Background: an optimization exercise with open tools, aiming at small area, a short achievable clock period and few clock cycles per item. Do not read the settings as production practice.
Only simulation tests tie the RTL to the original design; equivalence was not proved.
Power figures rest on the tool's default switching activity, not on a simulated workload.

Design gs_swizzle_agu, start of the top module:
module gs_swizzle_agu (
    input  wire        clk,
    input  wire        rst,
    input  wire        cmd_valid,
    output wire        cmd_ready,
    input  wire [1:0]  cmd_fmt,
    input  wire [13:0] cmd_dbp,
    input  wire [5:0]  cmd_dbw,
    input  wire [10:0] cmd_x0,
    input  wire [10:0] cmd_y0,
    input  wire [11:0] cmd_w,
    input  wire [11:0] cmd_h,
    output reg         out_valid,
    input  wire        out_ready,
    output wire [28:0] out_addr,
    output wire        out_last
);
    reg        rdy;         
    reg        setup;       
    reg        f0, f1, f2;  
    reg        n0, n1, n2;  
    reg [5:0]  pw;          
    reg [11:0] w;
    reg [6:0]  x0l;         
    reg [6:0]  xl;          
    reg [6:0]  yl;          
    reg [11:0] cnt;         
    reg        re;          
    reg [11:0] rcnt;        
    reg        lr;          
    reg [14:0] pg;          
    reg [14:0] rb;          
    reg        xc;          
    reg [11:0] bo;          
    reg        sel;
    reg        s0;          
    reg        sl;          
    reg        cx;          
    assign cmd_ready = rdy;
    assign out_last  = re & lr;
    gs_addr_calc u_calc (
        .f0   (f0),
        .f1   (f1),
        .f2   (f2),
        .n0   (n0),
        .n1   (n1),
        .n2   (n2),
        .pg   (pg),
        .x    (xl),
        .y    (yl),
        .c    (cx),
        .addr (out_addr)
    );
    wire accept  = rdy & cmd_valid;
    wire advance = out_valid & out_ready;
    wire row_end = advance & re;
    wire xc_x0  = f0 ? (&x0l[5:0]) : (&x0l);
    wire xc_inc = ~xl[0] & (&xl[5:1]) & (f0 | xl[6]);
    wire yc_cur = (&yl[4:0]) & (f0 | (yl[5] & (f1 | yl[6])));
    wire yc_inc = ~yl[0] & (&yl[4:1]) & (f0 | (yl[5] & (f1 | yl[6])));
    wire [11:0] b      = bo & {12{sel}};
    wire [14:0] ag = rb & {3'd0, b};
    wire [14:0] ap = rb ^ {3'd0, b};
    wire [14:0] g1 = ag | (ap & {ag[13:0], 1'b0});
    wire [14:0] p1 = ap & {ap[13:0], 1'b0};
    wire [14:0] g2 = g1 | (p1 & {g1[12:0], 2'b0});
    wire [14:0] p2 = p1 & {p1[12:0], 2'b0};
  ...
For scale: ~6600 sq um of cells after synthesis.
==> flow/config.mk <==
export PLATFORM = sky130hd
export DESIGN_NAME = gs_swizzle_agu
export DESIGN_NICKNAME = gs_swizzle_agu
export VERILOG_FILES = /design/flow/design.v
export SDC_FILE = /design/flow/constraint.sdc
export NUM_CORES = 4
export LEC_CHECK = 0
export CAP_MARGIN = 20
export CORE_MARGIN = 2
export CORE_UTILIZATION = 40
export CTS_BUF_LIST = sky130_fd_sc_hd__clkbuf_4 sky130_fd_sc_hd__clkbuf_8
export CTS_CLUSTER_SIZE = 30
export PLACE_DENSITY = 0.75
export SETUP_SLACK_MARGIN = 3.2
export SLEW_MARGIN = 20
==> flow/constraint.sdc <==
create_clock -name core_clock -period 6.0 [get_ports {clk}]
set_input_delay 1.2000 -clock core_clock [delete_from_list [all_inputs] [get_ports {clk}]]
set_output_delay 1.2000 -clock core_clock [all_outputs]
set_load 0.01 [all_outputs]
standard.sh (not shown) runs the stock make flow with config.mk's settings and CLKGATE_MAP_FILE= SYNTH_SCRIPT=/design/flow/synth_recipe.tcl, a recipe that flattens the netlist after the stock synthesis.
==> flow/flow/run.sh <==
#!/bin/bash
export BUFFER_PORTS_ARGS="-buffer_cell sky130_fd_sc_hd__buf_1"
bash standard.sh > standard.log 2>&1
Testbench counts at the start, summed over its fixed seeds: cycles 223,093, items 220,800.
Rerun with:
CTS_BUF_LIST = sky130_fd_sc_hd__clkbuf_8 sky130_fd_sc_hd__clkbuf_16   (was sky130_fd_sc_hd__clkbuf_4 sky130_fd_sc_hd__clkbuf_8)
PLACE_DENSITY = default   (was 0.75)
Clock-buffer cell count is lower by 4.
Global-route usage rises by 1.1 points.
Wire length came out lower slightly.
Flip-flop and latch count stays the same.
Register-to-register slack barely changes.
Power went up by roughly a tenth.
Worst setup slack got worse by 0.0067 ns.
Final area went up slightly.
Non-clock buffer count came out lower by 7.
Hold slack improved by 0.0074 ns.
Rerun with:
CTS_BUF_LIST = sky130_fd_sc_hd__clkbuf_4   (was sky130_fd_sc_hd__clkbuf_8 sky130_fd_sc_hd__clkbuf_16)
Power goes down by about a fifth; wire length goes up slightly; global-route usage barely changes; design area goes down slightly; non-clock buffer count goes up by 5; hold slack gains 0.0074 ns; core utilization goes down by 0.48 points; critical path depth stays the same; via count goes up slightly.
Rerun with:
CTS_BUF_LIST = sky130_fd_sc_hd__clkbuf_4 sky130_fd_sc_hd__clkbuf_8   (was sky130_fd_sc_hd__clkbuf_4)
SETUP_SLACK_MARGIN = 3.1   (was 3.2)
Worst hold slack gets worse by 0.0047 ns.
Clock skew shrinks by 0.0078 ns.
Sequential power hardly moves.
Final cell count shrinks slightly.
Setup slack gets better by 0.12 ns.

---

gs_swizzle_agu again, from the RTL that the note above started with.
clock: 6.0 ns
lec_check: 0
cap_margin: 20
core_margin: 2
core_utilization: 40
cts_buf_list: sky130_fd_sc_hd__clkbuf_4 sky130_fd_sc_hd__clkbuf_8
cts_cluster_size: 30
setup_slack_margin: 3.3
slew_margin: 20
Scripts as last shown in full above: flow/flow/run.sh
The starting point completed without violations.
Testbench counts at the start, summed over its fixed seeds: cycles 223,093, items 220,800.
Edit:
SETUP_SLACK_MARGIN = 3.2   (was 3.3)
=> Clock skew drops by 0.0051 ns; register-to-register slack gains 0.07 ns; worst setup slack gains 0.015 ns; count of clock-buffer cells in the layout drops by 1; via count drops by a few percent; routed wire length drops by a few percent; die area stays the same; fmax climbs slightly.

==> re-timing with driven ports <==
No port has a modelled driver above. Below, the same layouts with a new extraction and two added sets of constraints. Step 1: set_driving_cell puts a clkbuf_16 on clk and a buf_2 on each other input, an assumption about the parent block. Step 2 adds t to the input delays and takes it off the output delays; t is the mean of the earliest and latest rising clock arrival at the registers after step 1. Input paths then give back, and output paths get back, about the clock's delay inside the block. Slacks: no drivers / after step 1 / after step 2; pairs: no drivers / after step 1.
| run | shift t [ns] | slack for setup (ns) | clock arrival spread, ns | pins driven straight from the clock port |
|---|---|---|---|---|
| the first run of note 1 | 0.485 | 3.208 / 3.171 / 2.884 | 0.015 / 0.015 | 1 |
| the second run of note 1 | 0.456 | 3.202 / 3.161 / 2.919 | 0.007 / 0.007 | 1 |
| the third run of note 1 | 0.593 | 3.059 / 3.023 / 2.856 | 0.021 / 0.021 | 1 |
| the fourth run of note 1 | 0.469 | 3.176 / 3.139 / 2.850 | 0.012 / 0.012 | 1 |
| the first run of note 2 | 0.472 | 3.201 / 3.163 / 2.947 | 0.014 / 0.013 | 1 |
| the second run of note 2 | 0.470 | 3.216 / 3.179 / 2.868 | 0.012 / 0.012 | 1 |
After both steps setup and hold are still met in every run listed. The setup slack of the second run of note 2, which loses most, moves by -0.037 ns with the drivers and by -0.348 ns with both steps.
